Background: an optimization exercise with open tools, aiming at small area. Do not read the settings as production practice. The RTL was checked by simulation tests, not by an equivalence proof against the original design. The clock port is modelled as an ideal driver; clocking choices that lean on that would not hold on a real chip. Power figures rest on the tool's default switching activity, not on a simulated workload.

== job 2734 ==
==> flow/design.v (excerpt) <==
module lrm_core (
    input  wire        clk,
    input  wire        rst,
    input  wire        cell_in,
    input  wire        arm_in,
    input  wire        sleep_in,
    input  wire [31:0] ms_now,
    input  wire        rx_valid,
    input  wire [7:0]  rx_byte,
    input  wire        tx_ready,
    output reg         rx_ack,
    output reg         tx_valid,
    output reg  [7:0]  tx_byte,
    output wire        ind_axle,
    output wire        ind_error,
    output wire        ind_status
);
    localparam [2:0] S_IDLE  = 3'b000;
    localparam [2:0] S_SLEEP = 3'b001;
    localparam [2:0] S_RDY   = 3'b010;   
    localparam [2:0] S_POFF  = 3'b011;   
    localparam [2:0] S_PON0  = 3'b100;   
    localparam [2:0] S_PON1  = 3'b101;   
    localparam [2:0] S_ERR0  = 3'b110;   
    localparam [2:0] S_ERR1  = 3'b111;   
    localparam [3:0] M_ECHO  = 4'h0;
    localparam [3:0] M_AXLE  = 4'h1;
    localparam [3:0] M_ERR   = 4'h2;
    localparam [3:0] M_OK    = 4'h3;
    localparam [3:0] M_NOK   = 4'h4;
    localparam [3:0] M_ON    = 4'h5;
    localparam [3:0] M_OFF   = 4'h6;
  ...
For scale: roughly 190 flip-flops, about 60 I/O pins.
export LEC_CHECK = 0
export ABC_AREA = 1
export CAP_MARGIN = 20
export CORE_MARGIN = 2
export CORE_UTILIZATION = 70
export PLACE_DENSITY = 0.78
export SLEW_MARGIN = 20
create_clock -name core_clock -period 30.0 [get_ports {clk}]
standard.sh (not shown) runs the stock make flow with config.mk's settings and CLKGATE_MAP_FILE= SYNTH_SCRIPT=/design/flow/synth_recipe.tcl, a recipe that flattens the netlist after the stock synthesis.
==> flow/flow/run.sh <==
#!/bin/bash
# Layout: the standard ORFS flow (standard.sh) with these changes:
#  - synthesis: synth_recipe.tcl plus an area-oriented ABC script and no
#    adder pre-mapping (flow/synth.tcl, flow/area.abc); same registers;
#  - ports are buffered with buf_1 cells;
#  - the clock tree uses clkbuf_4/clkbuf_8 without dummy loads; after CTS
#    each clock buffer is sized to the smallest of clkbuf_4/8/16 that keeps
#    its flip-flop clock pins at or below 110 ps (flow/fixclk.tcl).
# Each step's full log is in orfs/logs/; the make output is in layout.log.
set -euo pipefail
here=$(pwd)
export LRM_ABC_SCRIPT=$here/flow/area.abc
export BUFFER_PORTS_ARGS="-buffer_cell sky130_fd_sc_hd__buf_1"
export CTS_ARGS="-sink_clustering_enable -repair_clock_nets -dont_use_dummy_load -buf_list {sky130_fd_sc_hd__clkbuf_4 sky130_fd_sc_hd__clkbuf_8}"
export POST_CTS_TCL=$here/flow/fixclk.tcl
sed "s|SYNTH_SCRIPT=[^ ]*|SYNTH_SCRIPT=$here/flow/synth.tcl|" standard.sh > layout.sh
grep -q "SYNTH_SCRIPT=$here/flow/synth.tcl" layout.sh
bash layout.sh > layout.log 2>&1
==> flow/flow/fixclk.tcl <==
# POST_CTS hook: size each clock buffer to the smallest of clkbuf_4/8/16
# that keeps every flip-flop clock pin it drives at or below 110 ps
# (estimated from placement), then legalize again.
proc lrm_sink_slew {inst} {
  set worst 0.0
  foreach op [get_pins -of_objects $inst -filter "direction==output"] {
    foreach p [get_pins -of_objects [get_nets -of_objects $op] -filter "direction==input"] {
      set s [get_property $p slew_max]
      if {$s > $worst} { set worst $s }
    }
  }
  return $worst
}
estimate_parasitics -placement
set sizes {sky130_fd_sc_hd__clkbuf_4 sky130_fd_sc_hd__clkbuf_8 sky130_fd_sc_hd__clkbuf_16}
foreach inst [get_cells *] {
  set m [get_property $inst ref_name]
  if {[lsearch $sizes $m] < 0} { continue }
  foreach s $sizes {
    replace_cell $inst $s
    estimate_parasitics -placement
    if {[lrm_sink_slew $inst] <= 0.110} { break }
  }
  puts "fixclk: [get_full_name $inst] $m -> [get_property $inst ref_name]"
}
detailed_placement
check_placement -verbose
estimate_parasitics -placement
Other scripts of this flow, unchanged in this note and not shown: flow/flow/area.abc, flow/flow/synth.tcl
### job 2734 -> job 4117
Settings: CORE_UTILIZATION changed from 70 to 60; PLACE_DENSITY removed (was 0.78).
diff --git a/flow/flow/run.sh b/flow/flow/run.sh
--- a/flow/flow/run.sh
+++ b/flow/flow/run.sh
@@ -5,5 +5,5 @@
 #  - ports are buffered with buf_1 cells;
-#  - the clock tree uses clkbuf_4/clkbuf_8 without dummy loads; after CTS
-#    each clock buffer is sized to the smallest of clkbuf_4/8/16 that keeps
-#    its flip-flop clock pins at or below 110 ps (flow/fixclk.tcl).
+#  - the clock tree uses clkbuf_4/clkbuf_8 without dummy loads; clock
+#    buffers that leave a flip-flop clock slew above 115 ps are upsized
+#    (flow/fixclk.tcl, run after CTS).
 # Each step's full log is in orfs/logs/; the make output is in layout.log.
==> flow/flow/fixclk.tcl <==
# POST_CTS hook: upsize clock buffers whose flip-flop clock pins see a slew
# above 115 ps (estimated from placement), then legalize again.
estimate_parasitics -placement
set drivers {}
foreach pin [get_pins -hierarchical */CLK] {
  if {[get_property $pin slew_max] > 0.115} {
    set net [get_nets -of_objects $pin]
    foreach d [get_pins -of_objects $net -filter "direction==output"] {
      set name [get_full_name [get_cells -of_objects $d]]
      if {[lsearch $drivers $name] < 0} { lappend drivers $name }
    }
  }
}
set changed 0
foreach name $drivers {
  set inst [get_cells $name]
  set m [get_property $inst ref_name]
  if {[string match sky130_fd_sc_hd__clkbuf_* $m] && $m ne "sky130_fd_sc_hd__clkbuf_16"} {
    puts "fixclk: $name $m -> sky130_fd_sc_hd__clkbuf_16"
    replace_cell $inst sky130_fd_sc_hd__clkbuf_16
    incr changed
  }
}
if {$changed > 0} {
  detailed_placement
  check_placement -verbose
  estimate_parasitics -placement
}
## What came out
- Power share of the combinational group for job 4117: 0.3 points down relative to job 2734
- | estimated wirelength of the detail-placed design | job 4117 vs job 2734 | ≈ equal |
- After synthesis and placement, the instance count of job 4117 is above that of job 2734.
- Re number of multi-input logic gates: no difference whatsoever between job 4117 and job 2734.
Relative to job 4117, the following input files were edited for job 8817:
Settings: CORE_UTILIZATION changed from 60 to 80; PLACE_DENSITY newly set to 0.88.
diff --git a/flow/flow/run.sh b/flow/flow/run.sh
--- a/flow/flow/run.sh
+++ b/flow/flow/run.sh
@@ -5,5 +5,5 @@
 #  - ports are buffered with buf_1 cells;
-#  - the clock tree uses clkbuf_4/clkbuf_8 without dummy loads; clock
-#    buffers that leave a flip-flop clock slew above 115 ps are upsized
-#    (flow/fixclk.tcl, run after CTS).
+#  - the clock tree uses clkbuf_4/clkbuf_8 without dummy loads; after CTS
+#    each clock buffer is sized to the smallest of clkbuf_4/8/16 that keeps
+#    its flip-flop clock pins at or below 110 ps (flow/fixclk.tcl).
 # Each step's full log is in orfs/logs/; the make output is in layout.log.
==> flow/flow/fixclk.tcl <==
# POST_CTS hook: size each clock buffer to the smallest of clkbuf_4/8/16
# that keeps every flip-flop clock pin it drives at or below 110 ps
# (estimated from placement), then legalize again. A buffer that drives
# no flip-flop keeps the smallest size.
proc lrm_sink_slew {inst} {
  set worst 0.0
  foreach op [get_pins -of_objects $inst -filter "direction==output"] {
    foreach p [get_pins -of_objects [get_nets -of_objects $op] -filter "direction==input"] {
      if {[get_property $p name] ne "CLK"} { continue }
      set s [get_property $p slew_max]
      if {$s > $worst} { set worst $s }
    }
  }
  return $worst
}
estimate_parasitics -placement
set sizes {sky130_fd_sc_hd__clkbuf_4 sky130_fd_sc_hd__clkbuf_8 sky130_fd_sc_hd__clkbuf_16}
foreach inst [get_cells *] {
  set m [get_property $inst ref_name]
  if {[lsearch $sizes $m] < 0} { continue }
  foreach s $sizes {
    replace_cell $inst $s
    estimate_parasitics -placement
    if {[lrm_sink_slew $inst] <= 0.110} { break }
  }
  puts "fixclk: [get_full_name $inst] $m -> [get_property $inst ref_name]"
}
detailed_placement
check_placement -verbose
estimate_parasitics -placement
## What came out
- On number of instances in the placed design: between job 4117 and job 8817, it ends up higher for job 4117.
- The higher final-layout fill cell count came out of job 4117.
- Job 8817 — global-route usage 10 points higher, job 4117 as reference
- Taking job 8817 over job 4117, the via count ratio works out to 1.06.
- The placement-stage worst setup slack number comes out higher for job 4117 vs job 8817.
- From job 8817 to job 4117, global route total overflow did not move at all.
- Status: net switching power figure parity (job 4117, job 8817)
- Job 8817 vs job 4117 on final area: job 8817 is the lower one.

[separate check: timing with driven ports]
How much do the figures lean on ideal ports? The routed layouts below were timed once more, with nothing changed but the port constraints. Step 1 assumes that a clkbuf_16 drives the clock port and a buf_2 every other input. Step 2 times the ports against the registers' clock, not the clock port: input delays grow and output delays shrink by t, the midpoint of the rising clock arrivals with the driver on. Slacks: ideal / step 1 / step 2; pairs: ideal / step 1.
run | t (ns) | slack for setup (ns) | slew at the worst register clock pin (ns)
job 2734 | 0.438 | 13.094 / 13.073 / 13.073 | 0.11 / 0.11
job 4117 | 0.506 | 13.089 / 13.066 / 13.066 | 0.10 / 0.10
job 8817 | 0.644 | 13.056 / 13.035 / 13.035 | 0.11 / 0.11
After both steps setup and hold are still met in every run listed. The setup slack of job 4117, which loses most, moves by -0.023 ns with the drivers and by -0.023 ns with both steps.
